Source: an optimization exercise on an open RTL-to-GDS flow (aim: small area, a short achievable clock period and few clock cycles). Production flows keep margins and buffers that such runs may drop. Function was checked by simulation only, so behaviour that the tests miss may differ from the original. Power and IR drop assume default switching activity.

### flow/config.mk
export PLATFORM = sky130hd
export DESIGN_NAME = sdr_frame_rx
export DESIGN_NICKNAME = sdr_frame_rx
export VERILOG_FILES = /design/flow/design.v
export SDC_FILE = /design/flow/constraint.sdc
export NUM_CORES = 4
export LEC_CHECK = 0
export ABC_AREA = 1
export CAP_MARGIN = 20
export CORE_MARGIN = 2
export CORE_UTILIZATION = 40
export CTS_CLUSTER_DIAMETER = 80
export CTS_CLUSTER_SIZE = 20
export SETUP_SLACK_MARGIN = 0.5
export SLEW_MARGIN = 20
### flow/constraint.sdc
create_clock -name core_clock -period 22.0 [get_ports {clk}]
set_input_delay 4.4000 -clock core_clock [delete_from_list [all_inputs] [get_ports {clk}]]
set_output_delay 4.4000 -clock core_clock [all_outputs]
set_load 0.01 [all_outputs]
### flow/design.v
module sdr_frame_rx (
    input  wire        clk,
    input  wire        rst,
    input  wire        in_valid,
    output wire        in_ready,
    input  wire [7:0]  in_data,
    output reg         out_valid,
    output reg  [7:0]  out_type,
    output reg  [7:0]  out_gid,
    output reg  [7:0]  out_sid,
    output reg  [79:0] out_payload,
    output reg         crc_err
);
    localparam integer N     = 32;              
    localparam [31:0]  SYNC  = 32'h1ACFFC1D;
    localparam [31:0]  CRC_PRE = 32'hFF06CBB9;
    function automatic near_sync(input [31:0] w);
        reg [31:0] x;
        reg [15:0] a1, a2;
        reg [7:0]  b1, b2, b3;
        reg [3:0]  c1, c2, c3;
        reg [1:0]  d1, d2, d3;
        integer i;
        begin
            x = w ^ SYNC;
            for (i = 0; i < 16; i = i + 1) begin
                a1[i] = x[2*i] | x[2*i+1];
                a2[i] = x[2*i] & x[2*i+1];
            end
            for (i = 0; i < 8; i = i + 1) begin
                b1[i] = a1[2*i] | a1[2*i+1];
                b2[i] = a2[2*i] | a2[2*i+1] | (a1[2*i] & a1[2*i+1]);
                b3[i] = (a2[2*i] & a1[2*i+1]) | (a1[2*i] & a2[2*i+1]);
            end
            for (i = 0; i < 4; i = i + 1) begin
                c1[i] = b1[2*i] | b1[2*i+1];
                c2[i] = b2[2*i] | b2[2*i+1] | (b1[2*i] & b1[2*i+1]);
                c3[i] = b3[2*i] | b3[2*i+1] | (b2[2*i] & b1[2*i+1]) | (b1[2*i] & b2[2*i+1]);
            end
            for (i = 0; i < 2; i = i + 1) begin
                d1[i] = c1[2*i] | c1[2*i+1];
                d2[i] = c2[2*i] | c2[2*i+1] | (c1[2*i] & c1[2*i+1]);
                d3[i] = c3[2*i] | c3[2*i+1] | (c2[2*i] & c1[2*i+1]) | (c1[2*i] & c2[2*i+1]);
            end
            near_sync = !(d3[0] | d3[1] | (d2[0] & d1[1]) | (d1[0] & d2[1]));
        end
    endfunction
    function automatic [3:0] ham_dec(input [7:0] c);
        reg [2:0] syn;
        reg [3:0] d;
        begin
            syn = {c[6] ^ c[5] ^ c[3], c[6] ^ c[4] ^ c[3], c[5] ^ c[4] ^ c[3]} ^ c[2:0];
            d = c[6:3];
            case (syn)
                3'd6: d[3] = ~d[3];
                3'd5: d[2] = ~d[2];
                3'd3: d[1] = ~d[1];
                3'd7: d[0] = ~d[0];
                default: ;
            endcase
            ham_dec = d;
        end
    endfunction
    function automatic [31:0] crc_step4(input [31:0] r);
        integer i;
        begin
            for (i = 0; i < 4; i = i + 1)
                r = r[0] ? ((r >> 1) ^ 32'hEDB88320) : (r >> 1);
            crc_step4 = r;
        end
    endfunction
    function automatic [7:0] key(input [4:0] j);
        begin
            case (j)
                5'd0:  key = 8'hFE; 5'd1:  key = 8'h3B; 5'd2:  key = 8'h14;
                5'd3:  key = 8'hBE; 5'd4:  key = 8'hA8; 5'd5:  key = 8'h5B;
                5'd6:  key = 8'hCE; 5'd7:  key = 8'h56; 5'd8:  key = 8'h60;
                5'd9:  key = 8'hDA; 5'd10: key = 8'hE8; 5'd11: key = 8'hC8;
                5'd12: key = 8'h81; 5'd13: key = 8'h26; 5'd14: key = 8'h9E;
                5'd15: key = 8'hE1; 5'd16: key = 8'hFC; 5'd17: key = 8'h76;
                5'd18: key = 8'h29; 5'd19: key = 8'h7D; 5'd20: key = 8'h50;
                5'd21: key = 8'hB7; 5'd22: key = 8'h9C; 5'd23: key = 8'hAC;
                5'd24: key = 8'hC1; 5'd25: key = 8'hB5; 5'd26: key = 8'hD1;
                default: key = 8'h00;
            endcase
        end
    endfunction
    reg        rdy_q;                  
    reg        st_v;                   
    reg  [7:0] st_d;
    reg  [7:0] hist [0:N-1];           
    assign in_ready = rdy_q;
    reg        rot;                    
    reg  [4:0] r;                      
    reg        ract;                   
    reg  [2:0] wv;                     
    reg        wnew;                   
    reg        parse;                  
    reg  [2:0] sh;                     
    reg  [4:0] j;                      
    reg        rec;                    
    reg  [4:0] bd;                     
    reg  [31:0] crc;
    reg        mf;                     
    wire blk   = rec && bd >= 5'd29;
    wire push  = st_v && (r == 5'd0 || wv == 3'd0) && !rot && !blk;
    wire rd    = rot ? (ract || bd == 5'd31) : push;
    wire [7:0] hin = push ? st_d : hist[N-1];
    wire [39:0] win = {hist[4], hist[3], hist[2], hist[1], hist[0]};
    reg  [7:0]  hit;
    integer     s;
    always @* begin
        for (s = 0; s < 8; s = s + 1)
            hit[s] = near_sync(win[39-s -: 32]);
    end
    wire any_hit = |hit;
    reg  [2:0] hsh;                    
    always @* begin
        hsh = 3'd0;
        for (s = 7; s >= 0; s = s - 1)
            if (hit[s]) hsh = s[2:0];
    end
    reg        sq;                     
    reg  [4:0] jq;                     
    reg  [7:0] gq;                     
    wire [3:0] d  = ham_dec(gq);
    wire [31:0] crc_in = crc ^ ((!jq[0] && jq <= 5'd22) ? {28'd0, d} : 32'd0);
    wire [31:0] crc_f  = crc_step4(crc_in) ^ ((jq[0] && jq <= 5'd21) ? {24'd0, d, 4'd0} : 32'd0);
    reg  [7:0]  crc_b;
    always @* begin
        case (jq[1:0])
            2'd3:    crc_b = crc_f[31:24];   
            2'd0:    crc_b = crc[23:16];     
            2'd1:    crc_b = crc[15:8];      
            default: crc_b = crc[7:0];       
        endcase
    end
    wire bmatch = (gq == ~crc_b);
    wire lastq  = sq && (jq == 5'd26);
    wire fin_ok = mf && (gq == ~crc[7:0]);
    wire pass   = lastq && fin_ok;
    wire fail   = lastq && !fin_ok;
    wire rewind = fail && rec;
    wire look  = wnew && (wv == 3'd5);
    wire found = look && !parse && any_hit && !pass && !rewind;  
    wire nhit  = parse && look && any_hit;               
    wire step  = wnew && parse || found && hit[0];
    wire [2:0] ush = parse ? sh : 3'd0;
    wire [15:0] pair = {hist[1], hist[0]} << ush;
    wire [7:0]  abyte = (ush == 3'd0) ? hist[0] : pair[15:8];
    wire [4:0]  uj = parse ? j : 5'd0;
    wire last  = step && (uj == 5'd26);
    wire rot_end = rot && r == 5'd31;
    reg  [2:0] wv_n;
    always @* begin
        if (rewind) wv_n = 3'd0;
        else if (pass) wv_n = {2'd0, sh != 3'd0} + {2'd0, wnew} + {2'd0, rd};
        else if (rd) wv_n = (wv == 3'd5) ? 3'd5 : wv + 3'd1;
        else wv_n = wv;
    end
    wire       rot_n  = rewind || rot && !rot_end;
    wire [4:0] r_n    = push ? 5'd0 : r + 5'd1;
    wire       rec_n  = !(found || lastq) && (nhit || rec);
    wire [4:0] bd_n   = (nhit && !rec) ? 5'd5 : bd + 5'd1;
    wire       blk_n  = rec_n && bd_n >= 5'd29;
    wire       st_v_n = st_v && !push || in_valid && rdy_q;
    integer k;
    always @(posedge clk) begin
        if (!st_v || push) st_d <= in_data;
        hist[0] <= hin;
        for (k = 1; k < N; k = k + 1)
            hist[k] <= hist[k-1];
        gq <= abyte ^ key(uj);
        jq <= uj;
        if (sq) begin
            if (jq <= 5'd2) crc <= CRC_PRE;
            else if (jq <= 5'd23) crc <= crc_f;
            if (jq == 5'd23) mf <= bmatch;
            else mf <= mf & bmatch;
            if (jq == 5'd0) out_type <= gq;
            if (jq == 5'd1) out_gid  <= gq;
            if (jq == 5'd2) out_sid  <= gq;
            if (jq >= 5'd3 && jq <= 5'd22) out_payload <= {out_payload[75:0], d};
        end
        if (found) sh <= hsh;
        if (found) j <= hit[0] ? 5'd1 : 5'd0;
        else if (step) j <= j + 5'd1;
        bd <= bd_n;
        if (rot && bd == 5'd31) ract <= 1'b1;
        if (rst) begin
            rdy_q     <= 1'b0;
            st_v      <= 1'b0;
            rot       <= 1'b0;
            r         <= 5'd0;
            ract      <= 1'b0;
            wv        <= 3'd0;
            wnew      <= 1'b0;
            parse     <= 1'b0;
            rec       <= 1'b0;
            sq        <= 1'b0;
            out_valid <= 1'b0;
            crc_err   <= 1'b0;
        end else begin
            st_v  <= st_v_n;
            rdy_q <= !st_v_n || (r_n == 5'd0 || wv_n == 3'd0) && !rot_n && !blk_n;
            r     <= r_n;
            sq    <= step;
            out_valid <= pass;
            crc_err   <= fail;
            wnew <= rd;
            rot <= rot_n;
            if (rewind) ract <= 1'b0;
            wv <= wv_n;
            if (found) parse <= 1'b1;
            else if (last) parse <= 1'b0;
            rec <= rec_n;
        end
    end
endmodule
### flow/run.sh
#!/bin/bash
# synth_recipe.tcl (not shown) runs the flow's synth.tcl, then flattens the netlist and writes it again
# the make line also repeats each setting of config.mk as NAME=value (left out here)
make -C /OpenROAD-flow-scripts/flow DESIGN_CONFIG=/design/flow/config.mk WORK_HOME=/design/flow/orfs CLKGATE_MAP_FILE= SYNTH_SCRIPT=/design/flow/synth_recipe.tcl finish
==> results.sh, run 1 <==
export IMPL_status="finished clean"
export IMPL_gp_congestion=0.9929
export IMPL_wirelength_um=47810
export IMPL_final_cell_count_no_fill=3082
export IMPL_crit_family="buffers and inverters"
export IMPL_finalHoldViolCount=0
export IMPL_final_net_count=2488
export IMPL_ant_nets=0
export IMPL_slowest_stage="clkdlybuf4s50_1"
export IMPL_pwr_density_cell_nw_per_um2=79.40
export IMPL_grt_max_degree=81
export IMPL_postSynthAreaPerCell_um2=7.927
export IMPL_globalRoute_busiestLayer="met2"
export IMPL_dp_cells=3036
export IMPL_setup_tns_ps=0
export IMPL_grtUsageMet3_pct=3.575
export IMPL_drt_iter0_drc=1288
export IMPL_cts_max_level=1
export IMPL_end_kind="output pin"
export IMPL_max_slew_margin_pct=35.38
export IMPL_clk_pin_slew_ps=80
export IMPL_finalSetupViolations=0
export IMPL_grt_use_met1_pct=27.30
export IMPL_synthCells=2350
export IMPL_cts_resized=0
export IMPL_vdd_drop_max_uv=51.73
export IMPL_cp_data_arrival_time_ps=1550
export IMPL_coreArea_um2=46260
export IMPL_cts_buffer_depth=3
export IMPL_drcViolationCount=0
export IMPL_start_kind="flop"
export IMPL_fin_ws_ps=16050
export IMPL_synthToLayoutAreaGrowth_pct=14.25
export IMPL_critPathMaxStageDelay_ps=580
export IMPL_slew_violations=0
export IMPL_cts_sinks=445
export IMPL_synth_ff_type="dfxtp_1"
export IMPL_clock_skew_ps=26.96
export IMPL_synth_top_area_cell="dfxtp_1"
export IMPL_combPwrFrac_pct=13.6
export IMPL_cts_made_buffers=29
export IMPL_synth_nets=2378
export IMPL_ys_types=43
export IMPL_synth_common_cells="nand2_1 (856), nor2_1 (297), dfxtp_1 (292)"
export IMPL_post_drt_via_cell_ratio=4.965
export IMPL_post_route_period_util_pct=27.04
export IMPL_die_x_um=219.8
export IMPL_ys_top_cells_by_area="dfxtp_1 (31%), edfxtp_1 (25%), nand2_1 (17%)"
export IMPL_ys_async_sr_fraction_pct=0
export IMPL_dpl_worst_slack_ps=16280
export IMPL_ys_seq_elements=445
export IMPL_cp_required_ps=17600
export IMPL_internal_power_mw=1.214
export IMPL_grtUsageMet2_pct=30.26
export IMPL_port_buffers=117
export IMPL_fin_util_pct=46.01
export IMPL_dieHeight_um=219.8
export IMPL_rsz0062_at_grt="false"
export IMPL_ios=118
export IMPL_yosysMostFrequentCell="nand2_1"
export IMPL_vias=15301
export IMPL_worst_slew_pin_slew_ps=969.3
export IMPL_grt_use_total_pct=19.38
export IMPL_synth_top_area_share_pct=31.38
export IMPL_fillerInstances=4492
export IMPL_path_max_fanout=2
export IMPL_cts_setup_buffers=0
export IMPL_syn_area_um2=18630
export IMPL_grt_overflow=0
export IMPL_synth_edf_count=153
export IMPL_worstSetupPathType="reg2out"
export IMPL_grt_pass1_vias=13894
export IMPL_leakagePower_nw=9.698
export IMPL_seqPwrFrac_pct=55.0
export IMPL_yosysWarnings=2
export IMPL_p_total_mw=1.690
export IMPL_wire_per_inst_um=15.51
export IMPL_crit_chain="clkdlybuf4s50_1"
export IMPL_fp_row_count=79
export IMPL_place_hpwl_um=36170
export IMPL_dieArea_um2=48310
export IMPL_antenna_found_initial=0
export IMPL_hold_class="reg2reg"
export IMPL_power_frac_clock_pct=31.4
export IMPL_hold_buffers=0
export IMPL_min_period_ps=5950
export IMPL_path_buf_inv=1
export IMPL_p_sw_uw=476.2
export IMPL_start_util_pct=40.27
export IMPL_drt_pass1_iterations=6
export IMPL_clk_latency_ps=590
export IMPL_drv_cap=0
export IMPL_cts_tree="done"
export IMPL_fmax_mhz=168.1
export IMPL_swShare_pct=28.18
export IMPL_num_antenna_cells=0
export IMPL_grt_first_pass_wirelength_um=74020
export IMPL_cts_root_buf="clkbuf_16"
export IMPL_drive_above_1_share_pct=3.394
export IMPL_ys_seq_area_share_pct=56.05
==> per-stage QoR <==
stage | hold slack (ps) | area [um2]
floorplan | 309.6 | 18630
global placement | 309.8 | 20400
detailed placement | 312.1 | 20400
CTS | 324.0 | 21280
global route | 327.0 | 21280
finish | 318.7 | 21280
==> flip-flops by register name, summed over array words and instances (netlist names), 3 cells and up <==
signal and cells:
out_type 8, out_sid 8, st_d 8, jq 5, r 5, crc 32, bd 5, j 5
sh 3, gq 8, out_payload 80, hist 256, wv 3, out_gid 8
==> routing by layer <==
metal	wire length [um]	part of all wire, %	vias up
met5	0	0	-
met2	20620	43	562
met4	1179	2.5	0
met1	21970	46	7009
li1	-	-	7654
met3	4044	8.5	76
==> cells by family (layout without fill, tap and decap cells) <==
kind of cell,after synthesis,in the layout,synth area share (%)
xor+xnor,29,29,1.363
fa+ha+maj,17,17,1.182
buf+inv,292,417,6.085
compound gates,174,174,5.038
simple gates,1393,1393,30.29
flops,445,445,56.05
==> layout by cell type, fill, tap and decap left out, types with 9 or more instances in the layout <==
master	instances
nor2_1	296
inv_1	235
nand2_2	15
nand3_1	158
inv_2	9
xor2_1	23
dfxtp_1	292
clkbuf_16	30
nand4_1	30
o21ai_0	105
edfxtp_1	153
ha_1	16
a21oi_1	39
clkdlybuf4s50_1	117
nand2_1	856
==> final timing paths <==
kind / from / endpoint / slack (ps) / depth (start not counted)
max: out_payload[7]$_DFFE_PP_ / out_payload[7] / 16050 / 1
min: hist[22][7]$_DFF_P_ / hist[23][7]$_DFF_P_ / 320 / 0
max reg2reg: gq[5]$_DFF_P_ / mf$_DFFE_PP_ / 18580 / 20
min reg2reg: hist[22][7]$_DFF_P_ / hist[23][7]$_DFF_P_ / 320 / 0
==> power groups by stage <==
stage	Combinational, mW	Clock [mW]	Sequential [mW]
6_report	0.230	0.530	0.929
5_1_grt	0.259	0.579	0.935
4_1_cts	0.226	0.549	0.930
3_5_place_dp	0.225	0	0.948
3_3_place_gp	0.221	0	0.947
2_1_floorplan	0.174	0	0.925
==> cell type report <==
class                      instances  area, um2  share of cell area (%)
clock buffer                      38      780.7                   3.668
sequential                       445      10440                   49.05
timing repair buffer             120       1194                   5.608
multi-input combinational       1613       7063                   33.19
clock inverter                     8      103.9                  0.4880
tap                              607      759.5                   3.568
inverter                         251      942.2                   4.427
Testbench counts, summed over its fixed seeds: cycles 22,798.
==> inputs of run 2 (changes only) <==
==> flow/flow/run.sh (new file) <==
#!/bin/bash
set -euo pipefail
export BUFFER_PORTS_ARGS="-buffer_cell sky130_fd_sc_hd__buf_1"
export CTS_ARGS="-sink_clustering_enable -repair_clock_nets -dont_use_dummy_load -sink_clustering_size 15 -sink_clustering_max_diameter 60 -buf_list {sky130_fd_sc_hd__clkbuf_8}"
bash standard.sh > standard_flow.log 2>&1
==> flow/standard.sh (new file) <==
#!/bin/bash
# synth_recipe.tcl (not shown) runs the flow's synth.tcl, then flattens the netlist and writes it again
# the make line also repeats each setting of config.mk as NAME=value (left out here)
make -C /OpenROAD-flow-scripts/flow DESIGN_CONFIG=/design/flow/config.mk WORK_HOME=/design/flow/orfs CLKGATE_MAP_FILE= SYNTH_SCRIPT=/design/flow/synth_recipe.tcl "${@:-finish}"
--- a/flow/config.mk
+++ b/flow/config.mk
@@ -9,7 +9,5 @@
 export CAP_MARGIN = 20
 export CORE_MARGIN = 2
 export CORE_UTILIZATION = 40
-export CTS_CLUSTER_DIAMETER = 80
-export CTS_CLUSTER_SIZE = 20
 export SETUP_SLACK_MARGIN = 0.5
 export SLEW_MARGIN = 20
removed: flow/run.sh
==> results.sh, run 2 <==
export IMPL_cts_resized=0
export IMPL_drt_pass1_iterations=6
export IMPL_largest_register="hist"
export IMPL_vdd_drop_max_uv=48.64
export IMPL_max_slew_margin_pct=33.73
export IMPL_drv_cap=0
export IMPL_leakagePower_nw=9.241
export IMPL_cts_made_buffers=40
export IMPL_slowest_stage="edfxtp_1"
export IMPL_slew_violations=0
export IMPL_end_kind="output pin"
export IMPL_top_layer_used="met4"
export IMPL_cp_data_arrival_time_ps=1240
export IMPL_fin_ws_ps=16360
export IMPL_critPathMaxStageDelay_ps=440
export IMPL_pwr_density_cell_nw_per_um2=77.25
export IMPL_antenna_found_initial=0
export IMPL_dpl_worst_slack_ps=16820
export IMPL_crit_chain="buf_1"
export IMPL_start_kind="flop"
export IMPL_post_route_period_util_pct=25.63
export IMPL_drive_above_1_share_pct=3.522
export IMPL_yosysWarnings=2
export IMPL_synth_top_area_share_pct=31.38
export IMPL_syn_area_um2=18630
export IMPL_die_x_um=219.8
export IMPL_finalSetupViolations=0
export IMPL_place_hpwl_um=36130
export IMPL_hold_buffers=0
export IMPL_wl_met2_um=21230
export IMPL_num_antenna_cells=0
export IMPL_fin_util_pct=43.72
export IMPL_wirelength_um=47650
export IMPL_ant_nets=0
export IMPL_top_regs="hist (256), out_payload (80), crc (32)"
export IMPL_coreArea_um2=46260
export IMPL_power_frac_clock_pct=26.0
export IMPL_wl_met1_um=21760
export IMPL_dieArea_um2=48310
export IMPL_grt_pass1_vias=14165
export IMPL_start_util_pct=40.27
export IMPL_fmax_mhz=177.4
export IMPL_clock_skew_ps=100.3
export IMPL_ys_seq_elements=445
export IMPL_synth_top_area_cell="dfxtp_1"
export IMPL_layout_commonest_cell="nand2_1"
export IMPL_cp_required_ps=17600
export IMPL_final_net_count=2500
export IMPL_cts_sinks=445
export IMPL_hold_class="reg2reg"
export IMPL_wire_per_inst_um=15.49
export IMPL_largest_reg_flops=256
export IMPL_cts_setup_buffers=0
export IMPL_grt_overflow=0
export IMPL_synth_ff_type="dfxtp_1"
export IMPL_cts_max_level=2
export IMPL_combPwrFrac_pct=14.5
export IMPL_dieHeight_um=219.8
export IMPL_p_sw_uw=444.7
export IMPL_yosysMostFrequentCell="nand2_1"
export IMPL_swShare_pct=28.46
export IMPL_ys_seq_area_share_pct=56.05
export IMPL_grt_use_total_pct=19.70
export IMPL_internal_power_mw=1.118
export IMPL_holdWs_ps=268.5
export IMPL_ys_types=43
export IMPL_cts_buffer_depth=3
export IMPL_min_period_ps=5638
export IMPL_drt_iter0_drc=1152
export IMPL_worstSetupPathType="reg2out"
export IMPL_seqPwrFrac_pct=59.5
export IMPL_clk_pin_slew_ps=90
export IMPL_crit_family="flip-flops"
export IMPL_gp_congestion=0.9892
export IMPL_worst_slew_pin_slew_ps=994.1
export IMPL_grt_max_degree=81
export IMPL_path_max_fanout=2
export IMPL_rsz0062_at_grt="false"
export IMPL_drcViolationCount=0
export IMPL_grt_first_pass_wirelength_um=74540
export IMPL_fp_row_count=79
export IMPL_postSynthAreaPerCell_um2=7.927
export IMPL_synth_nets=2378
export IMPL_status="finished clean"
export IMPL_ys_top_cells_by_area="dfxtp_1 (31%), edfxtp_1 (25%), nand2_1 (17%)"
export IMPL_finalHoldViolCount=0
export IMPL_ys_async_sr_fraction_pct=0
export IMPL_port_buffers=117
export IMPL_cts_root_buf="clkbuf_8"
export IMPL_synth_common_cells="nand2_1 (856), nor2_1 (297), dfxtp_1 (292)"
export IMPL_post_drt_via_cell_ratio=4.927
export IMPL_synth_edf_count=153
export IMPL_ios=118
export IMPL_final_cell_mix="nand2_1 (856), nor2_1 (296), dfxtp_1 (292)"
export IMPL_path_buf_inv=1
export IMPL_clk_latency_ps=640
export IMPL_setup_tns_ps=0
export IMPL_synthCells=2350
export IMPL_cts_tree="done"
export IMPL_vias=15161
export IMPL_routed_wl_met3_um=3449
export IMPL_synthToLayoutAreaGrowth_pct=8.571
==> run 2: changes by cell type in the layout (fill, tap and decap cells not counted), moves of 2 or more <==
| cell | previous run | this run |
|---|---|---|
| buf_1 | 0 | 117 |
| clkdlybuf4s50_1 | 117 | 0 |
| clkbuf_8 | 0 | 40 |
| clkbuf_16 | 30 | 0 |
| clkbuf_1 | 8 | 0 |
| inv_12 | 3 | 0 |
| clkinv_2 | 2 | 0 |
==> run 2: metal layers <==
metal	vias to the layer above	global-route usage, %
li1	7648	-
met1	6942	26.47
met2	491	31.88
met3	80	3.879
met4	0	6.376
met5	-	0
==> run 2: logic make-up after synthesis <==
kind of cell               count (synthesis)  synth area share (%)
xor gates and xnor gates                  29                 1.363
buffers and inverters                    292                 6.085
DFF                                      445                 56.05
AOI/OAI and AO/OA                        174                 5.038
adders and majority gates                 17                 1.182
and+or+nand+nor                         1393                 30.29
==> run 2: stage by stage <==
stage | area [um2] | std cells | power, mW
finish | 20220 | 3077 | 1.562
global placement | 19670 | 3037 | 1.168
global route | 20220 | 3077 | 1.650
CTS | 20220 | 3077 | 1.579
floorplan | 18630 | 2350 | 1.099
detailed placement | 19670 | 3037 | 1.171
==> run 2: final timing paths <==
kind	startpoint	end	slack, ps	cells past startpoint
worst max-delay path	out_payload[36]$_DFFE_PP_	out_payload[36]	16360	1
worst min-delay path	hist[22][2]$_DFF_P_	hist[23][2]$_DFF_P_	270	0
worst max register to register	gq[3]$_DFF_P_	mf$_DFFE_PP_	18580	20
worst min register to register	hist[22][2]$_DFF_P_	hist[23][2]$_DFF_P_	270	0
==> run 2: cell type report <==
class                   count  area [um2]
clock buffers              40       550.5
fillers                  4618       26040
well taps                 607       759.5
repair buffers            121       469.2
multi-input cells        1613        7063
flip-flops and latches    445       10440
inverters                 251       942.2
==> run 2: power by group through the flow <==
| stage | sequential [mW] | combinational [mW] | clock (mW) |
|---|---|---|---|
| 6_report | 0.930 | 0.227 | 0.405 |
| 5_1_grt | 0.936 | 0.257 | 0.458 |
| 4_1_cts | 0.930 | 0.224 | 0.425 |
| 3_5_place_dp | 0.949 | 0.222 | 0 |
| 3_3_place_gp | 0.948 | 0.220 | 0 |
| 2_1_floorplan | 0.925 | 0.174 | 0 |
==> inputs of run 3 (changes only) <==
==> flow/flow/run.sh (replaced) <==
#!/bin/bash
set -euo pipefail
export BUFFER_PORTS_ARGS="-buffer_cell sky130_fd_sc_hd__buf_1"
export CTS_ARGS="-sink_clustering_enable -repair_clock_nets -dont_use_dummy_load -sink_clustering_size 25 -sink_clustering_max_diameter 80"
bash standard.sh > standard_flow.log 2>&1
==> results.sh, run 3 <==
export IMPL_syn_area_um2=18630
export IMPL_synth_edf_count=153
export IMPL_largest_register="hist"
export IMPL_synth_nets=2378
export IMPL_cts_buffer_depth=3
export IMPL_top_regs="hist (256), out_payload (80), crc (32)"
export IMPL_coreArea_um2=46260
export IMPL_drcViolationCount=0
export IMPL_cp_required_ps=17600
export IMPL_vdd_drop_max_uv=59.73
export IMPL_end_kind="output pin"
export IMPL_worstSetupPathType="reg2out"
export IMPL_synth_common_cells="nand2_1 (856), nor2_1 (297), dfxtp_1 (292)"
export IMPL_grt_overflow=0
export IMPL_drive_above_1_share_pct=2.972
export IMPL_path_buf_inv=1
export IMPL_hold_buffers=0
export IMPL_cts_max_level=1
export IMPL_path_max_fanout=2
export IMPL_vias=15073
export IMPL_ios=118
export IMPL_synth_ff_type="dfxtp_1"
export IMPL_start_util_pct=40.27
export IMPL_antenna_found_initial=0
export IMPL_ys_top_cells_by_area="dfxtp_1 (31%), edfxtp_1 (25%), nand2_1 (17%)"
export IMPL_cts_resized=0
export IMPL_swShare_pct=27.46
export IMPL_fillerInstances=4608
export IMPL_dp_cells=3037
export IMPL_min_period_ps=5586
export IMPL_yosysMostFrequentCell="nand2_1"
export IMPL_min_path_cells=0
export IMPL_pwr_density_cell_nw_per_um2=78.95
export IMPL_internal_power_mw=1.164
export IMPL_clk_pin_slew_ps=90
export IMPL_status="finished clean"
export IMPL_cts_root_buf="clkbuf_16"
export IMPL_grt_max_degree=81
export IMPL_post_drt_via_cell_ratio=4.921
export IMPL_cts_tree="done"
export IMPL_seqPwrFrac_pct=57.9
export IMPL_largest_reg_flops=256
export IMPL_place_hpwl_um=36130
export IMPL_ys_seq_area_share_pct=56.05
export IMPL_p_sw_uw=440.7
export IMPL_dieArea_um2=48310
export IMPL_cts_sinks=445
export IMPL_synthCells=2350
export IMPL_max_slew_margin_pct=34.13
export IMPL_wire_per_inst_um=15.44
export IMPL_finalHoldViolCount=0
export IMPL_worst_slew_pin_slew_ps=988.0
export IMPL_final_cell_mix="nand2_1 (856), nor2_1 (296), dfxtp_1 (292)"
export IMPL_ys_async_sr_fraction_pct=0
export IMPL_critPathMaxStageDelay_ps=440
export IMPL_setup_tns_ps=0
export IMPL_ant_nets=0
export IMPL_postSynthAreaPerCell_um2=7.927
export IMPL_cp_data_arrival_time_ps=1190
export IMPL_cp_depth=1
export IMPL_clock_skew_ps=106.9
export IMPL_leakagePower_nw=9.274
export IMPL_layout_commonest_cell="nand2_1"
export IMPL_post_route_period_util_pct=25.39
export IMPL_hold_class="reg2reg"
export IMPL_final_cell_count_no_fill=3063
export IMPL_num_antenna_cells=0
export IMPL_drt_pass1_iterations=6
export IMPL_grt_pass1_vias=14075
export IMPL_gp_congestion=0.9892
export IMPL_start_kind="flop"
export IMPL_rr_worst_depth=20
export IMPL_cts_made_buffers=26
export IMPL_synth_top_area_share_pct=31.38
export IMPL_crit_chain="buf_1"
export IMPL_ys_types=43
export IMPL_cts_setup_buffers=0
export IMPL_fp_row_count=79
export IMPL_synthToLayoutAreaGrowth_pct=9.108
export IMPL_final_net_count=2486
export IMPL_slew_violations=0
export IMPL_yosysWarnings=2
export IMPL_synth_top_area_cell="dfxtp_1"
export IMPL_seq_area_um2=10440
export IMPL_die_x_um=219.8
export IMPL_clk_latency_ps=590
export IMPL_rsz0062_at_grt="false"
export IMPL_wirelength_um=47310
export IMPL_port_buffers=117
export IMPL_crit_family="flip-flops"
export IMPL_finalSetupViolations=0
export IMPL_drt_iter0_drc=1137
export IMPL_fmax_mhz=179.0
export IMPL_multi_input_area_um2=7063
export IMPL_drv_cap=0
export IMPL_grt_first_pass_wirelength_um=74060
export IMPL_grt_use_total_pct=19.34
export IMPL_combPwrFrac_pct=14.2
export IMPL_slowest_stage="edfxtp_1"
export IMPL_dieHeight_um=219.8
export IMPL_power_frac_clock_pct=27.9
export IMPL_ys_seq_elements=445
==> run 3: stage by stage <==
| step | cell area (um2) | worst slack, ps | util, % | hold WS [ps] | power (mW) |
|---|---|---|---|---|---|
| floorplan | 18630 | 12810 | - | 309.6 | 1.099 |
| global placement | 19670 | 16810 | 42.53 | 309.5 | 1.168 |
| detailed placement | 19670 | 16820 | 42.53 | 312.1 | 1.171 |
| CTS | 20320 | 16360 | 43.94 | 307.7 | 1.618 |
| global route | 20320 | 16340 | 43.94 | 310.9 | 1.689 |
| finish | 20320 | 16410 | 43.94 | 302.2 | 1.605 |
==> run 3: power by group through the flow <==
stage                     clock network, mW  logic (mW)  registers (mW)
after global placement                    0       0.220           0.948
after detailed placement                  0       0.222           0.949
after floorplan                           0       0.174           0.925
after CTS                             0.464       0.224           0.930
final                                 0.448       0.227           0.930
after global routing                  0.496       0.257           0.936
==> run 3: per-layer routing <==
metal	up-vias	GRT usage [%]	part of all wire (%)
met5	-	0	0
met4	0	5.503	2.4
met3	76	2.912	7.4
met2	503	31.78	45
met1	6875	26.44	45
li1	7619	-	-
==> run 3: cell type report <==
cell class | instances | area share [%]
sequential | 445 | 51.37
multi-input combinational | 1613 | 34.75
inverter | 251 | 4.636
tap | 607 | 3.737
clock buffer | 26 | 3.201
timing repair buffer | 121 | 2.309
==> run 3: cells by family (layout without fill, tap and decap cells) <==
| group | Yosys count | count (layout) | synth area share [%] |
|---|---|---|---|
| simple gates | 1393 | 1393 | 30.29 |
| flops | 445 | 445 | 56.05 |
| buf+inv | 292 | 398 | 6.085 |
| compound gates | 174 | 174 | 5.038 |
| xor+xnor | 29 | 29 | 1.363 |
| fa+ha+maj | 17 | 17 | 1.182 |
==> run 3: worst paths after layout <==
path	from	endpoint	slack (ps)
max	out_payload[36]$_DFFE_PP_	out_payload[36]	16410
min	hist[28][0]$_DFF_P_	hist[29][0]$_DFF_P_	300
max reg2reg	gq[3]$_DFF_P_	mf$_DFFE_PP_	18630
min reg2reg	hist[28][0]$_DFF_P_	hist[29][0]$_DFF_P_	300
==> inputs of run 4 (changes only) <==
--- a/flow/design.v
+++ b/flow/design.v
@@ -137,7 +137,7 @@
     end
     wire bmatch = (gq == ~crc_b);
     wire lastq  = sq && (jq == 5'd26);
-    wire fin_ok = mf && (gq == ~crc[7:0]);
+    wire fin_ok = mf && bmatch;                  
     wire pass   = lastq && fin_ok;
     wire fail   = lastq && !fin_ok;
     wire rewind = fail && rec;
@@ -180,7 +180,8 @@
             if (jq == 5'd0) out_type <= gq;
             if (jq == 5'd1) out_gid  <= gq;
             if (jq == 5'd2) out_sid  <= gq;
-            if (jq >= 5'd3 && jq <= 5'd22) out_payload <= {out_payload[75:0], d};
+            for (k = 0; k < 20; k = k + 1)
+                if (jq == k + 3) out_payload[79-4*k -: 4] <= d;
         end
         if (found) sh <= hsh;
         if (found) j <= hit[0] ? 5'd1 : 5'd0;
==> results.sh, run 4 <==
export IMPL_place_hpwl_um=32380
export IMPL_fin_ws_ps=16480
export IMPL_dieArea_um2=46140
export IMPL_gp_congestion=0.9856
export IMPL_synthCells=1996
export IMPL_path_buf_inv=1
export IMPL_multi_input_area_um2=6225
export IMPL_r2r_start="hist[0][7]$_DFF_P_"
export IMPL_slowest_stage="edfxtp_1"
export IMPL_grt_overflow=0
export IMPL_leakagePower_nw=7.749
export IMPL_cp_data_arrival_time_ps=1120
export IMPL_fmax_mhz=181.1
export IMPL_cp_required_ps=17600
export IMPL_ys_types=59
export IMPL_ys_top_cells_by_area="dfxtp_1 (33%), edfxtp_1 (26%), nand2_1 (8.6%)"
export IMPL_clock_skew_ps=75.53
export IMPL_dieHeight_um=214.8
export IMPL_final_cell_mix="nand2_1 (409), dfxtp_1 (292), nor2_1 (269)"
export IMPL_wirelength_um=42740
export IMPL_max_slew_margin_pct=30.17
export IMPL_synth_top_area_cell="dfxtp_1"
export IMPL_synth_top_area_share_pct=32.89
export IMPL_ant_nets=0
export IMPL_swShare_pct=27.12
export IMPL_postSynthAreaPerCell_um2=8.906
export IMPL_combPwrFrac_pct=13.8
export IMPL_min_period_ps=5522
export IMPL_grt_pass1_vias=12712
export IMPL_slew_violations=0
export IMPL_vdd_drop_max_uv=47.40
export IMPL_clk_pin_slew_ps=90
export IMPL_finalHoldViolCount=0
export IMPL_path_max_fanout=1
export IMPL_num_antenna_cells=0
export IMPL_drt_iter0_drc=1079
export IMPL_start_util_pct=40.37
export IMPL_setup_tns_ps=0
export IMPL_synth_nets=2024
export IMPL_yosysWarnings=2
export IMPL_final_cell_count_no_fill=2702
export IMPL_crit_family="flip-flops"
export IMPL_grt_first_pass_wirelength_um=68420
export IMPL_critPathMaxStageDelay_ps=410
export IMPL_endpoint="out_payload[49]"
export IMPL_vias=13483
export IMPL_dp_cells=2678
export IMPL_grt_use_total_pct=18.40
export IMPL_final_net_count=2140
export IMPL_power_frac_clock_pct=26.9
export IMPL_rr_worst_depth=17
export IMPL_hold_buffers=0
export IMPL_p_sw_uw=433.2
export IMPL_synth_ff_type="dfxtp_1"
export IMPL_synth_edf_count=153
export IMPL_status="finished clean"
export IMPL_finalSetupViolations=0
export IMPL_port_buffers=117
export IMPL_ios=118
export IMPL_synth_common_cells="nand2_1 (409), dfxtp_1 (292), nor2_1 (270)"
export IMPL_drt_pass1_iterations=6
export IMPL_internal_power_mw=1.164
export IMPL_die_x_um=214.8
export IMPL_post_drt_via_cell_ratio=4.990
export IMPL_cts_resized=0
export IMPL_crit_chain="buf_1"
export IMPL_seqPwrFrac_pct=59.2
export IMPL_r2r_end="j[0]$_DFFE_PP_"
export IMPL_cts_tree="done"
export IMPL_coreArea_um2=44030
export IMPL_seq_area_um2=10440
export IMPL_drcViolationCount=0
export IMPL_cts_max_level=1
export IMPL_post_route_period_util_pct=25.10
export IMPL_synthToLayoutAreaGrowth_pct=9.376
export IMPL_end_kind="output pin"
export IMPL_clk_latency_ps=570
export IMPL_largest_reg_flops=256
export IMPL_hold_class="reg2reg"
export IMPL_holdWs_ps=309.2
export IMPL_cts_buffer_depth=3
export IMPL_r2r_slack_ps=17840
export IMPL_cts_made_buffers=24
export IMPL_ys_seq_area_share_pct=58.73
export IMPL_fillerInstances=4346
export IMPL_cts_sinks=445
export IMPL_syn_area_um2=17780
export IMPL_dpl_worst_slack_ps=16580
export IMPL_cp_depth=1
export IMPL_cp_startpoint="out_payload[49]$_DFFE_PP_"
export IMPL_antenna_found_initial=0
export IMPL_start_kind="flop"
export IMPL_layout_commonest_cell="nand2_1"
export IMPL_largest_register="hist"
export IMPL_yosysMostFrequentCell="nand2_1"
export IMPL_cts_root_buf="clkbuf_16"
export IMPL_ys_async_sr_fraction_pct=0
export IMPL_top_regs="hist (256), out_payload (80), crc (32)"
export IMPL_rsz0062_at_grt="false"
export IMPL_min_path_cells=0
export IMPL_fp_row_count=77
export IMPL_ys_seq_elements=445
export IMPL_pwr_density_cell_nw_per_um2=82.15
export IMPL_grt_max_degree=33
export IMPL_worst_slew_pin_slew_ps=1044
export IMPL_cts_setup_buffers=0
export IMPL_wire_per_inst_um=15.82
export IMPL_drive_above_1_share_pct=4.834
export IMPL_drv_cap=0
export IMPL_worstSetupPathType="reg2out"
-- run 4: cell types whose count changed after synthesis, moves of 8 or more --
cell	before	now
nand3_1	158	98
o22ai_1	3	21
a211oi_1	0	13
a21oi_1	39	61
o21ai_0	105	134
o211ai_1	8	16
nor3_1	8	32
nor2_1	297	270
inv_1	235	250
nand2_2	15	32
nand2_1	856	409
buf_2	17	2
nand2_4	0	13
-- run 4: how the worst min path moves through the flow --
stage,from,end
detailed placement,hist[11][6]$_DFF_P_,hist[12][6]$_DFF_P_
floorplan,hist[9][0]$_DFF_P_,hist[10][0]$_DFF_P_
global placement,hist[21][6]$_DFF_P_,hist[22][6]$_DFF_P_
CTS,hist[24][1]$_DFF_P_,hist[25][1]$_DFF_P_
global route,hist[22][1]$_DFF_P_,hist[23][1]$_DFF_P_
finish,hist[6][5]$_DFF_P_,hist[7][5]$_DFF_P_
-- run 4: routing by layer --
layer  GRT usage, %  wire (um)  up-vias  part of all wire, %
met1          25.30      19800     6279                   46
met3          2.534       2473       58                  5.8
met2          30.25      19480      378                   46
met5              0          0        -                    0
li1               -          -     6768                    -
met4          5.463        994        0                  2.3
-- run 4: per-stage QoR --
| step | utilization [%] | power (mW) | area (um2) |
|---|---|---|---|
| 6_report | 44.16 | 1.597 | 19440 |
| 5_1_grt | 44.16 | 1.678 | 19440 |
| 4_1_cts | 44.16 | 1.613 | 19440 |
| 3_5_place_dp | 42.79 | 1.184 | 18840 |
| 3_3_place_gp | 42.79 | 1.180 | 18840 |
| 2_1_floorplan | - | 1.111 | 17780 |
-- run 4: cell families (layout without fill, tap and decap cells) --
kind of cell,after synthesis,in the layout,share of synthesized area [%]
AND/OR/NAND/NOR,921,921,22.63
AO/OA/AOI/OAI,293,293,9.657
buffers and inverters,290,404,6.264
adder cells (fa/ha/maj),17,17,1.239
flip-flops,445,445,58.73
XOR/XNOR,30,30,1.478
-- run 4: power by group through the flow --
| stage | Combinational [mW] | Sequential [mW] | Clock [mW] |
|---|---|---|---|
| finish | 0.221 | 0.946 | 0.430 |
| global route | 0.251 | 0.952 | 0.475 |
| CTS | 0.220 | 0.946 | 0.447 |
| detailed placement | 0.219 | 0.965 | 0 |
| global placement | 0.217 | 0.964 | 0 |
| floorplan | 0.168 | 0.943 | 0 |
-- run 4: layout make-up --
class / count / area share [%]
Tap cell: 592 / 3.810
Inverter: 261 / 5.052
Multi-Input combinational cell: 1261 / 32.02
Timing Repair Buffer: 119 / 2.336
Clock buffer: 24 / 3.089
Sequential cell: 445 / 53.70
Testbench counts of run 4, summed over its fixed seeds: cycles 22,798.
==> inputs of run 5 (changes only) <==
==> flow/flow/run.sh (replaced) <==
#!/bin/bash
set -euo pipefail
export BUFFER_PORTS_ARGS="-buffer_cell sky130_fd_sc_hd__buf_1"
export CTS_ARGS="-sink_clustering_enable -repair_clock_nets -dont_use_dummy_load -sink_clustering_size 20 -sink_clustering_max_diameter 60"
bash standard.sh > standard_flow.log 2>&1
==> results.sh, run 5 <==
export IMPL_drv_cap=0
export IMPL_drt_pass1_iterations=5
export IMPL_fmax_mhz=180.1
export IMPL_grt_pass1_vias=12807
export IMPL_rsz0062_at_grt="false"
export IMPL_hold_buffers=0
export IMPL_status="finished clean"
export IMPL_worstSetupPathType="reg2out"
export IMPL_ys_seq_elements=445
export IMPL_placed_cell_area_um2=18840
export IMPL_synth_ff_type="dfxtp_1"
export IMPL_hold_class="reg2reg"
export IMPL_gp_congestion=0.9856
export IMPL_max_slew_margin_pct=30.06
export IMPL_globalRoute_busiestLayer="met2"
export IMPL_synth_common_cells="nand2_1 (409), dfxtp_1 (292), nor2_1 (270)"
export IMPL_wirelength_um=42920
export IMPL_grtUsageMet3_pct=3.114
export IMPL_slew_violations=0
export IMPL_final_cell_mix="nand2_1 (409), dfxtp_1 (292), nor2_1 (269)"
export IMPL_finalHoldViolCount=0
export IMPL_ys_seq_area_share_pct=58.73
export IMPL_min_period_ps=5552
export IMPL_ios=118
export IMPL_top_regs="hist (256), out_payload (80), crc (32)"
export IMPL_synth_nets=2024
export IMPL_coreArea_um2=44030
export IMPL_port_buffers=117
export IMPL_cts_made_buffers=31
export IMPL_cts_tree="done"
export IMPL_min_path_cells=0
export IMPL_crit_chain="buf_1"
export IMPL_yosysMostFrequentCell="nand2_1"
export IMPL_rr_worst_depth=17
export IMPL_final_area_um2=19620
export IMPL_syn_area_um2=17780
export IMPL_synth_edf_count=153
export IMPL_ys_async_sr_fraction_pct=0
export IMPL_slowest_stage="edfxtp_1"
export IMPL_grt_first_pass_wirelength_um=68680
export IMPL_grt_use_met1_pct=25.13
export IMPL_place_hpwl_um=32380
export IMPL_start_kind="flop"
export IMPL_finalSetupViolations=0
export IMPL_largest_reg_flops=256
export IMPL_postSynthAreaPerCell_um2=8.906
export IMPL_path_buf_inv=1
export IMPL_grtUsageMet2_pct=30.46
export IMPL_clk_pin_slew_ps=80
export IMPL_synth_top_area_cell="dfxtp_1"
export IMPL_cts_sinks=445
export IMPL_critPathMaxStageDelay_ps=410
export IMPL_ys_top_cells_by_area="dfxtp_1 (33%), edfxtp_1 (26%), nand2_1 (8.6%)"
export IMPL_synthCells=1996
export IMPL_yosysWarnings=2
export IMPL_drive_above_1_share_pct=5.149
export IMPL_grt_use_total_pct=18.48
export IMPL_grt_max_degree=33
export IMPL_fp_row_count=77
export IMPL_cts_max_level=1
export IMPL_die_x_um=214.8
export IMPL_antenna_found_initial=0
export IMPL_vdd_drop_max_uv=48.69
export IMPL_leakagePower_nw=7.835
export IMPL_clk_latency_ps=600
export IMPL_ys_types=59
export IMPL_final_net_count=2147
export IMPL_cp_required_ps=17600
export IMPL_path_max_fanout=1
export IMPL_synthToLayoutAreaGrowth_pct=10.36
export IMPL_post_drt_via_cell_ratio=5.016
export IMPL_cts_root_buf="clkbuf_16"
export IMPL_crit_family="flip-flops"
export IMPL_post_route_period_util_pct=25.24
export IMPL_dieArea_um2=46140
export IMPL_ant_nets=0
export IMPL_cts_setup_buffers=0
export IMPL_setup_tns_ps=0
export IMPL_num_antenna_cells=0
export IMPL_pwr_density_cell_nw_per_um2=84.62
export IMPL_grt_overflow=0
export IMPL_dieHeight_um=214.8
export IMPL_cp_depth=1
export IMPL_cts_resized=0
export IMPL_vias=13588
export IMPL_drcViolationCount=0
export IMPL_largest_register="hist"
export IMPL_start_util_pct=40.37
export IMPL_synth_top_area_share_pct=32.89
export IMPL_wire_per_inst_um=15.84
export IMPL_drt_iter0_drc=1108
export IMPL_clock_skew_ps=62.22
export IMPL_cp_data_arrival_time_ps=1150
export IMPL_worst_slew_pin_slew_ps=1045
export IMPL_layout_commonest_cell="nand2_1"
export IMPL_end_kind="output pin"
export IMPL_cts_buffer_depth=3
run 5: path summary, 6_finish.rpt:
check | slack [ps] | startpoint | to
setup / recovery | 16450 | out_payload[49]$_DFFE_PP_ | out_payload[49]
hold reg to reg | 290 | hist[22][1]$_DFF_P_ | hist[23][1]$_DFF_P_
setup reg to reg | 17760 | hist[0][7]$_DFF_P_ | j[0]$_DFFE_PP_
hold / removal | 290 | hist[22][1]$_DFF_P_ | hist[23][1]$_DFF_P_
run 5: worst reg2reg max path, cell delays in order (launching register included):
cell and delay [ps]:
dfxtp_1 660, inv_1 210, nor2_1 400, inv_1 120, o22ai_1 270, nand3_1 170, a211oi_1 260, a21oi_1 100
a21oi_1 190, nand3_1 240, o31ai_1 220, nor2_1 90, nand2_1 210, nor3b_1 360, nand3_4 150, inv_2 190
nand2_2 100, o21ai_1 110
run 5: power by group:
group,switching [mW],internal (mW)
Sequential,0.0366,0.909
Combinational,0.161,0.0610
Clock,0.246,0.246
Total,0.443,1.22
run 5: layer usage:
metal	wire, um	up-vias
met5	0	-
met4	908	0
met3	3027	59
met2	19480	446
met1	19500	6305
li1	-	6778
run 5: layout make-up:
| cell class | count | area, um2 |
|---|---|---|
| fillers | 4336 | 24410 |
| multi-input cells | 1261 | 6225 |
| inverters | 261 | 982.2 |
| clock buffers | 31 | 775.7 |
| repair buffers | 119 | 454.2 |
| well taps | 592 | 740.7 |
| flip-flops and latches | 445 | 10440 |
run 5: cells by family after synthesis:
| group | share of synthesized area [%] |
|---|---|
| adder cells (fa/ha/maj) | 1.239 |
| buffers and inverters | 6.264 |
| flip-flops | 58.73 |
| AO/OA/AOI/OAI | 9.657 |
| AND/OR/NAND/NOR | 22.63 |
| XOR/XNOR | 1.478 |
run 5: stage by stage:
step                      instances  utilization, %  setup WS, ps  hold WS, ps  power (mW)
after floorplan                1996               -         16840        309.6       1.111
after global placement         2678           42.79         16560        309.5       1.180
after detailed placement       2678           42.79         16580        312.1       1.184
after CTS                      2709           44.56         16410        292.3       1.676
after global routing           2709           44.56         16390        296.6       1.742
final                          2709           44.56         16450        291.7       1.660
==> inputs of run 6 (changes only) <==
==> flow/flow/run.sh (replaced) <==
#!/bin/bash
set -euo pipefail
export BUFFER_PORTS_ARGS="-buffer_cell sky130_fd_sc_hd__buf_1"
export CTS_ARGS="-sink_clustering_enable -repair_clock_nets -dont_use_dummy_load -sink_clustering_size 30 -sink_clustering_max_diameter 100"
bash standard.sh > standard_flow.log 2>&1
--- a/flow/config.mk
+++ b/flow/config.mk
@@ -5,7 +5,6 @@
 export SDC_FILE = /design/flow/constraint.sdc
 export NUM_CORES = 4
 export LEC_CHECK = 0
-export ABC_AREA = 1
 export CAP_MARGIN = 20
 export CORE_MARGIN = 2
 export CORE_UTILIZATION = 40
==> results.sh, run 6 <==
export IMPL_final_area_um2=20740
export IMPL_antenna_found_initial=1
export IMPL_ys_types=112
export IMPL_die_x_um=223.9
export IMPL_r2r_start="hist[3][5]$_DFF_P_"
export IMPL_cp_required_ps=17600
export IMPL_grt_max_degree=45
export IMPL_ios=118
export IMPL_start_kind="flop"
export IMPL_cts_tree="done"
export IMPL_finalSetupViolations=0
export IMPL_synth_ff_type="dfxtp_1"
export IMPL_post_drt_via_cell_ratio=5.779
export IMPL_drt_iter0_drc=1247
export IMPL_hp_start="hist[5][2]$_DFF_P_"
export IMPL_clk_pin_slew_ps=110
export IMPL_final_net_count=1929
export IMPL_ys_top_cells_by_area="dfxtp_1 (30%), edfxtp_1 (24%), nor2_1 (2.9%)"
export IMPL_vdd_drop_max_uv=46.57
export IMPL_drv_cap=0
export IMPL_start_util_pct=40.51
export IMPL_vias=14534
export IMPL_final_cell_mix="dfxtp_1 (291), edfxtp_1 (153), nor2_1 (149)"
export IMPL_drcViolationCount=0
export IMPL_drive_above_1_share_pct=6.793
export IMPL_ys_seq_elements=445
export IMPL_cts_resized=0
export IMPL_fin_util_pct=43.44
export IMPL_crit_family="flip-flops"
export IMPL_synth_top_area_share_pct=30.22
export IMPL_path_max_fanout=3
export IMPL_yosysMostFrequentCell="dfxtp_1"
export IMPL_layout_commonest_cell="dfxtp_1"
export IMPL_max_slew_margin_pct=34.09
export IMPL_hold_path_end="hist[6][2]$_DFF_P_"
export IMPL_end_kind="output pin"
export IMPL_hold_buffers=0
export IMPL_cts_buffer_depth=3
export IMPL_wirelength_um=50670
export IMPL_slowest_stage="dfxtp_1"
export IMPL_largest_register="hist"
export IMPL_rsz0062_at_grt="false"
export IMPL_min_period_ps=5557
export IMPL_dieHeight_um=223.9
export IMPL_syn_area_um2=19340
export IMPL_drt_pass1_iterations=7
export IMPL_pwr_density_cell_nw_per_um2=78.65
export IMPL_placed_cell_area_um2=20230
export IMPL_cts_setup_buffers=0
export IMPL_r2r_slack_ps=16980
export IMPL_grt_pass1_vias=13745
export IMPL_clock_skew_ps=94.88
export IMPL_worstSetupPathType="reg2out"
export IMPL_rr_worst_depth=12
export IMPL_fmax_mhz=180.0
export IMPL_cts_max_level=1
export IMPL_dpl_worst_slack_ps=16290
export IMPL_synth_edf_count=153
export IMPL_synthToLayoutAreaGrowth_pct=7.232
export IMPL_grt_first_pass_wirelength_um=78450
export IMPL_cp_data_arrival_time_ps=1160
export IMPL_leakagePower_nw=7.056
export IMPL_post_route_period_util_pct=25.26
export IMPL_p_total_mw=1.631
export IMPL_synth_top_area_cell="dfxtp_1"
export IMPL_ant_nets=0
export IMPL_wire_per_inst_um=20.15
export IMPL_top_regs="hist (256), out_payload (80), crc (32)"
export IMPL_ys_async_sr_fraction_pct=0
export IMPL_setup_tns_ps=0
export IMPL_min_path_cells=0
export IMPL_r2r_end="j[4]$_SDFFCE_PP0P_"
export IMPL_path_buf_inv=1
export IMPL_ys_seq_area_share_pct=53.97
export IMPL_crit_chain="buf_1"
export IMPL_cts_root_buf="clkbuf_16"
export IMPL_synth_nets=1883
export IMPL_fin_ws_ps=16440
export IMPL_synthCells=1855
export IMPL_largest_reg_flops=256
export IMPL_grt_use_total_pct=19.73
export IMPL_coreArea_um2=47750
export IMPL_place_hpwl_um=34310
export IMPL_worst_slew_pin_slew_ps=985.1
export IMPL_clk_latency_ps=560
export IMPL_port_buffers=117
export IMPL_fillerInstances=4519
export IMPL_postSynthAreaPerCell_um2=10.43
export IMPL_critPathMaxStageDelay_ps=390
export IMPL_hold_class="reg2reg"
export IMPL_fp_row_count=80
export IMPL_cts_made_buffers=20
export IMPL_yosysWarnings=2
export IMPL_grt_overflow=0
export IMPL_dieArea_um2=50130
export IMPL_slew_violations=0
export IMPL_cts_sinks=445
export IMPL_synth_common_cells="dfxtp_1 (292), edfxtp_1 (153), nor2_1 (149)"
export IMPL_status="finished clean"
export IMPL_gp_congestion=0.9395
export IMPL_finalHoldViolCount=0
==> run 6: worst max-delay path by stage <==
| stage | start | endpoint | slack [ps] | cells after the start |
|---|---|---|---|---|
| after floorplan | rst | rdy_q$_SDFF_PP0_ | 16690 | 7 |
| after global placement | rst | rdy_q$_SDFF_PP0_ | 16280 | 7 |
| after detailed placement | rst | rdy_q$_SDFF_PP0_ | 16290 | 7 |
| after CTS | rdy_q$_SDFF_PP0_ | in_ready | 16400 | 1 |
| after global routing | rdy_q$_SDFF_PP0_ | in_ready | 16370 | 1 |
| final | rdy_q$_SDFF_PP0_ | in_ready | 16440 | 1 |
==> run 6: power by group <==
group | switching (mW) | internal (mW) | total [mW]
Combinational | 0.193 | 0.106 | 0.298
Clock | 0.234 | 0.164 | 0.398
Sequential | 0.0319 | 0.903 | 0.935
Total | 0.459 | 1.17 | 1.63
==> run 6: area by class of cell <==
| class | instances | area [um2] | share of cell area (%) |
|---|---|---|---|
| sequential | 445 | 10440 | 50.34 |
| multi-input combinational | 1237 | 8165 | 39.37 |
| tap | 615 | 769.5 | 3.710 |
| timing repair buffer | 150 | 686.9 | 3.312 |
| clock buffer | 20 | 500.5 | 2.413 |
| inverter | 47 | 176.4 | 0.8505 |
| antenna | 1 | 2.502 | 0.01206 |
==> run 6: per-stage QoR <==
step           hold slack, ps  instances
4_1_cts                 300.2       2514
2_1_floorplan           309.6       1855
3_5_place_dp            312.1       2494
3_3_place_gp            309.6       2494
5_1_grt                 299.1       2515
6_report                290.2       2515
==> run 6: layer usage <==
layer / routed length (um) / GRT usage [%] / part of all wire [%] / up-vias
li1: - / - / - / 6873
met1: 22250 / 26.75 / 44 / 6976
met2: 23040 / 32.12 / 45 / 596
met3: 4010 / 3.686 / 7.9 / 89
met4: 1365 / 5.806 / 2.7 / 0
met5: 0 / 0 / 0 / -
==> run 6: cell families after synthesis <==
logic type	synth area share, %
DFF	53.97
and+or+nand+nor	16.06
AOI/OAI and AO/OA	16.31
buffers and inverters	3.894
xor gates and xnor gates	4.198
muxes	2.975
adders and majority gates	2.587
==> inputs of run 7 (changes only) <==
--- a/flow/config.mk
+++ b/flow/config.mk
@@ -5,6 +5,7 @@
 export SDC_FILE = /design/flow/constraint.sdc
 export NUM_CORES = 4
 export LEC_CHECK = 0
+export ABC_AREA = 1
 export CAP_MARGIN = 20
 export CORE_MARGIN = 2
 export CORE_UTILIZATION = 40
==> results.sh, run 7 <==
export IMPL_status="finished clean"
export IMPL_drv_cap=0
export IMPL_crit_chain="buf_1"
export IMPL_synthCells=1996
export IMPL_combPwrFrac_pct=14.3
export IMPL_grt_use_total_pct=18.32
export IMPL_fmax_mhz=182.0
export IMPL_synthToLayoutAreaGrowth_pct=8.672
export IMPL_setup_tns_ps=0
export IMPL_post_route_period_util_pct=24.98
export IMPL_synth_top_area_cell="dfxtp_1"
export IMPL_start_util_pct=40.37
export IMPL_holdWs_ps=287.9
export IMPL_drt_pass1_iterations=8
export IMPL_port_buffers=117
export IMPL_cp_required_ps=17600
export IMPL_synth_ff_type="dfxtp_1"
export IMPL_clk_pin_slew_ps=100
export IMPL_clk_latency_ps=530
export IMPL_wirelength_um=42720
export IMPL_power_frac_clock_pct=24.7
export IMPL_synth_top_area_share_pct=32.89
export IMPL_hold_buffers=0
export IMPL_max_slew_margin_pct=28.38
export IMPL_cp_data_arrival_time_ps=1100
export IMPL_final_area_um2=19320
export IMPL_grt_first_pass_wirelength_um=68110
export IMPL_multi_input_area_um2=6225
export IMPL_vias=13438
export IMPL_ys_seq_elements=445
export IMPL_fin_ws_ps=16500
export IMPL_drcViolationCount=0
export IMPL_placed_cell_area_um2=18840
export IMPL_place_hpwl_um=32380
export IMPL_grt_overflow=0
export IMPL_cts_sinks=445
export IMPL_cts_root_buf="clkbuf_16"
export IMPL_crit_family="flip-flops"
export IMPL_critPathMaxStageDelay_ps=410
export IMPL_final_cell_mix="nand2_1 (409), dfxtp_1 (292), nor2_1 (269)"
export IMPL_synth_nets=2024
export IMPL_die_x_um=214.8
export IMPL_fillerInstances=4358
export IMPL_drt_iter0_drc=1220
export IMPL_finalHoldViolCount=0
export IMPL_gp_congestion=0.9856
export IMPL_slowest_stage="edfxtp_1"
export IMPL_wire_per_inst_um=15.84
export IMPL_ios=118
export IMPL_dieHeight_um=214.8
export IMPL_fp_row_count=77
export IMPL_grt_max_degree=33
export IMPL_path_buf_inv=1
export IMPL_synth_edf_count=153
export IMPL_p_sw_uw=424.0
export IMPL_ys_async_sr_fraction_pct=0
export IMPL_cts_resized=0
export IMPL_rsz0062_at_grt="false"
export IMPL_ys_top_cells_by_area="dfxtp_1 (33%), edfxtp_1 (26%), nand2_1 (8.6%)"
export IMPL_coreArea_um2=44030
export IMPL_seqPwrFrac_pct=61.0
export IMPL_path_max_fanout=1
export IMPL_pwr_density_cell_nw_per_um2=80.25
export IMPL_end_kind="output pin"
export IMPL_cts_tree="done"
export IMPL_postSynthAreaPerCell_um2=8.906
export IMPL_slew_violations=0
export IMPL_ys_seq_area_share_pct=58.73
export IMPL_yosysWarnings=2
export IMPL_swShare_pct=27.35
export IMPL_seq_area_um2=10440
export IMPL_hold_class="reg2reg"
export IMPL_vdd_drop_max_uv=45.30
export IMPL_ys_types=59
export IMPL_antenna_found_initial=0
export IMPL_finalSetupViolations=0
export IMPL_min_period_ps=5496
export IMPL_layout_commonest_cell="nand2_1"
export IMPL_cts_buffer_depth=3
export IMPL_cts_setup_buffers=0
export IMPL_ant_nets=0
export IMPL_largest_register="hist"
export IMPL_final_net_count=2135
export IMPL_largest_reg_flops=256
export IMPL_dieArea_um2=46140
export IMPL_top_regs="hist (256), out_payload (80), crc (32)"
export IMPL_synth_common_cells="nand2_1 (409), dfxtp_1 (292), nor2_1 (270)"
export IMPL_dpl_worst_slack_ps=16580
export IMPL_drive_above_1_share_pct=4.608
export IMPL_worst_slew_pin_slew_ps=1070
export IMPL_fin_util_pct=43.87
export IMPL_worstSetupPathType="reg2out"
export IMPL_cts_made_buffers=19
export IMPL_start_kind="flop"
export IMPL_yosysMostFrequentCell="nand2_1"
export IMPL_num_antenna_cells=0
export IMPL_clock_skew_ps=34.76
export IMPL_post_drt_via_cell_ratio=4.983
export IMPL_cts_max_level=1
export IMPL_internal_power_mw=1.126
export IMPL_syn_area_um2=17780
export IMPL_leakagePower_nw=7.687
export IMPL_grt_pass1_vias=12700
[run 7: logic make-up (layout without fill, tap and decap cells)]
family / Yosys count / count (layout) / share of synthesized area [%]
flip-flops: 445 / 445 / 58.73
AND/OR/NAND/NOR: 921 / 921 / 22.63
XOR/XNOR: 30 / 30 / 1.478
buffers and inverters: 290 / 399 / 6.264
AO/OA/AOI/OAI: 293 / 293 / 9.657
adder cells (fa/ha/maj): 17 / 17 / 1.239
[run 7: worst register-to-register path, delay by kind of cell (launching register included)]
| kind | cells | cell delay, ps |
|---|---|---|
| buffers and inverters | 2 | 320 |
| flip-flops | 1 | 600 |
| AND/OR/NAND/NOR | 9 | 1830 |
| AO/OA/AOI/OAI | 4 | 1270 |
[run 7: power groups by stage]
| stage | sequential, mW | clock, mW | combinational [mW] |
|---|---|---|---|
| floorplan | 0.943 | 0 | 0.168 |
| global placement | 0.964 | 0 | 0.217 |
| detailed placement | 0.965 | 0 | 0.219 |
| CTS | 0.946 | 0.399 | 0.220 |
| global route | 0.952 | 0.426 | 0.251 |
| finish | 0.946 | 0.383 | 0.222 |
[run 7: final timing paths]
| check | slack, ps | start | cells past startpoint | endpoint |
|---|---|---|---|---|
| worst max register to register | 17880 | hist[4][0]$_DFF_P_ | 15 | j[0]$_DFFE_PP_ |
| worst min-delay path | 290 | hist[6][5]$_DFF_P_ | 0 | hist[7][5]$_DFF_P_ |
| worst min register to register | 290 | hist[6][5]$_DFF_P_ | 0 | hist[7][5]$_DFF_P_ |
| worst max-delay path | 16500 | out_payload[49]$_DFFE_PP_ | 1 | out_payload[49] |
[run 7: stage by stage]
stage / instances / power (mW)
2_1_floorplan: 1996 / 1.111
3_3_place_gp: 2678 / 1.180
3_5_place_dp: 2678 / 1.184
4_1_cts: 2697 / 1.565
5_1_grt: 2697 / 1.629
6_report: 2697 / 1.550
[run 7: metal layers]
metal | vias up | track usage [%] | routed length, um
li1 | 6759 | - | -
met1 | 6196 | 25.05 | 19550
met2 | 428 | 30.40 | 19350
met3 | 55 | 2.576 | 2891
met4 | 0 | 5.069 | 926
met5 | - | 0 | 0
[run 7: cell type report]
class	instances	area share, %
multi-input combinational	1261	32.22
timing repair buffer	119	2.351
tap	592	3.834
inverter	261	5.085
clock buffer	19	2.461
sequential	445	54.04
==> inputs of run 8 (changes only) <==
--- a/flow/config.mk
+++ b/flow/config.mk
@@ -8,6 +8,7 @@
 export ABC_AREA = 1
 export CAP_MARGIN = 20
 export CORE_MARGIN = 2
-export CORE_UTILIZATION = 40
+export CORE_UTILIZATION = 60
+export PLACE_DENSITY = 0.75
 export SETUP_SLACK_MARGIN = 0.5
 export SLEW_MARGIN = 20
==> results.sh, run 8 <==
export IMPL_status="finished clean"
export IMPL_synth_adder_area_share_pct=1.239
export IMPL_synth_top_area_cell="dfxtp_1"
export IMPL_die_x_um=176.1
export IMPL_start_kind="flop"
export IMPL_placed_cell_area_um2=18590
export IMPL_final_cell_mix="nand2_1 (409), dfxtp_1 (292), nor2_1 (269)"
export IMPL_crit_chain="buf_1"
export IMPL_critPathMaxStageDelay_ps=380
export IMPL_combPwrFrac_pct=14.3
export IMPL_clk_pin_slew_ps=110
export IMPL_yosys_area_share_simple_pct=22.63
export IMPL_synth_nets=2024
export IMPL_dieHeight_um=176.1
export IMPL_finalSetupViolations=0
export IMPL_yosysMostFrequentCell="nand2_1"
export IMPL_wire_per_inst_um=16.68
export IMPL_seqPwrFrac_pct=61.5
export IMPL_synthXorXnorAreaFrac_pct=1.478
export IMPL_fp_row_count=63
export IMPL_internal_power_mw=1.118
export IMPL_drcViolationCount=0
export IMPL_largest_reg_flops=256
export IMPL_drt_iter0_drc=1479
export IMPL_antenna_found_initial=0
export IMPL_hold_buffers=0
export IMPL_grt_first_pass_wirelength_um=65360
export IMPL_synth_compound_area_share_pct=9.657
export IMPL_post_drt_via_cell_ratio=5.471
export IMPL_vias=13645
export IMPL_final_area_um2=19040
export IMPL_synth_common_cells="nand2_1 (409), dfxtp_1 (292), nor2_1 (270)"
export IMPL_gp_congestion=0.9560
export IMPL_cts_buffer_depth=3
export IMPL_synth_top_family_by_area="simple AND/OR/NAND/NOR gates"
export IMPL_drive_above_1_share_pct=4.563
export IMPL_post_route_period_util_pct=25.05
export IMPL_cts_setup_buffers=0
export IMPL_synth_top_area_share_pct=32.89
export IMPL_fmax_mhz=181.5
export IMPL_port_buffers=117
export IMPL_ios=118
export IMPL_cp_data_arrival_time_ps=1110
export IMPL_holdWs_ps=300.2
export IMPL_largest_register="hist"
export IMPL_cts_tree="done"
export IMPL_layout_commonest_cell="nand2_1"
export IMPL_yosysWarnings=2
export IMPL_grt_max_degree=33
export IMPL_path_buf_inv=1
export IMPL_min_period_ps=5511
export IMPL_ys_seq_elements=445
export IMPL_place_hpwl_um=31290
export IMPL_clock_skew_ps=66.53
export IMPL_grt_use_total_pct=26.65
export IMPL_top_regs="hist (256), out_payload (80), crc (32)"
export IMPL_synth_edf_count=153
export IMPL_max_slew_margin_pct=27.71
export IMPL_synth_ff_type="dfxtp_1"
export IMPL_path_max_fanout=2
export IMPL_drv_cap=0
export IMPL_pwr_density_cell_nw_per_um2=80.76
export IMPL_grt_pass1_vias=12709
export IMPL_hold_class="reg2reg"
export IMPL_wirelength_um=41600
export IMPL_p_sw_uw=419.3
export IMPL_hp_start="hist[12][1]$_DFF_P_"
export IMPL_vdd_drop_max_uv=74.85
export IMPL_end_kind="output pin"
export IMPL_swShare_pct=27.27
export IMPL_cts_sinks=445
export IMPL_coreArea_um2=29400
export IMPL_ys_types=59
export IMPL_muxShareOfSynthArea_pct=0
export IMPL_worstSetupPathType="reg2out"
export IMPL_start_util_pct=60.46
export IMPL_ys_top_cells_by_area="dfxtp_1 (33%), edfxtp_1 (26%), nand2_1 (8.6%)"
export IMPL_slowest_stage="dfxtp_1"
export IMPL_cp_required_ps=17600
export IMPL_setup_tns_ps=0
export IMPL_cts_root_buf="clkbuf_16"
export IMPL_cts_max_level=1
export IMPL_num_antenna_cells=0
export IMPL_r2r_start="hist[0][6]$_DFF_P_"
export IMPL_leakagePower_nw=7.675
export IMPL_worst_slew_pin_slew_ps=1080
export IMPL_rsz0062_at_grt="false"
export IMPL_synthCells=1996
export IMPL_clk_latency_ps=550
export IMPL_final_net_count=2134
export IMPL_finalHoldViolCount=0
export IMPL_syn_area_um2=17780
export IMPL_postSynthAreaPerCell_um2=8.906
export IMPL_ant_nets=0
export IMPL_ys_seq_area_share_pct=58.73
export IMPL_crit_family="flip-flops"
export IMPL_dieArea_um2=31020
export IMPL_cts_made_buffers=18
export IMPL_ys_async_sr_fraction_pct=0
export IMPL_synthToLayoutAreaGrowth_pct=7.109
export IMPL_power_frac_clock_pct=24.2
export IMPL_drt_pass1_iterations=5
export IMPL_grt_overflow=0
export IMPL_cp_startpoint="rdy_q$_SDFF_PP0_"
export IMPL_slew_violations=0
export IMPL_cts_resized=0
## run 8: stage by stage
stage	utilization [%]	setup slack (ps)	power (mW)	cells
floorplan	-	16840	1.111	1996
global placement	63.22	16590	1.174	2476
detailed placement	63.22	16620	1.179	2476
CTS	64.76	16460	1.544	2494
global route	64.76	16440	1.608	2494
finish	64.76	16490	1.538	2494
## run 8: routing by layer
metal / part of all wire (%) / global-route usage, % / vias up
met2: 49 / 47.01 / 490
met5: 0 / 0 / -
li1: - / - / 6749
met3: 6.1 / 2.799 / 80
met1: 42 / 34.71 / 6326
met4: 3.0 / 8.196 / 0
## run 8: final cells by class
cell class / count / area, um2
fillers: 2468 / 10360
well taps: 390 / 488.0
repair buffers: 119 / 454.2
inverters: 261 / 982.2
flip-flops and latches: 445 / 10440
multi-input cells: 1261 / 6225
clock buffers: 18 / 450.4
## run 8: logic make-up (layout without fill, tap and decap cells)
| kind of cell | Yosys count | in the layout |
|---|---|---|
| adders and majority gates | 17 | 17 |
| and+or+nand+nor | 921 | 921 |
| buffers and inverters | 290 | 398 |
| DFF | 445 | 445 |
| AOI/OAI and AO/OA | 293 | 293 |
| xor gates and xnor gates | 30 | 30 |
## run 8: path summary, 6_finish.rpt
kind,to,slack (ps),cells after the start
max,in_ready,16490,1
min,hist[13][1]$_DFF_P_,300,0
max reg2reg,sq$_SDFF_PP0_,17920,17
min reg2reg,hist[13][1]$_DFF_P_,300,0
## run 8: power by group through the flow
stage / Combinational (mW) / Sequential, mW / Clock (mW)
after detailed placement: 0.215 / 0.964 / 0
final: 0.220 / 0.945 / 0.372
after global placement: 0.211 / 0.963 / 0
after global routing: 0.247 / 0.951 / 0.409
after CTS: 0.217 / 0.946 / 0.381
after floorplan: 0.168 / 0.943 / 0

Setup slack of run 8, layout unchanged: 16.489 ns with ideal ports, 16.438 ns with driving cells assumed (clock clkbuf_16, inputs buf_2), 16.544 ns with port delays also shifted by the 0.572 ns mid clock arrival.
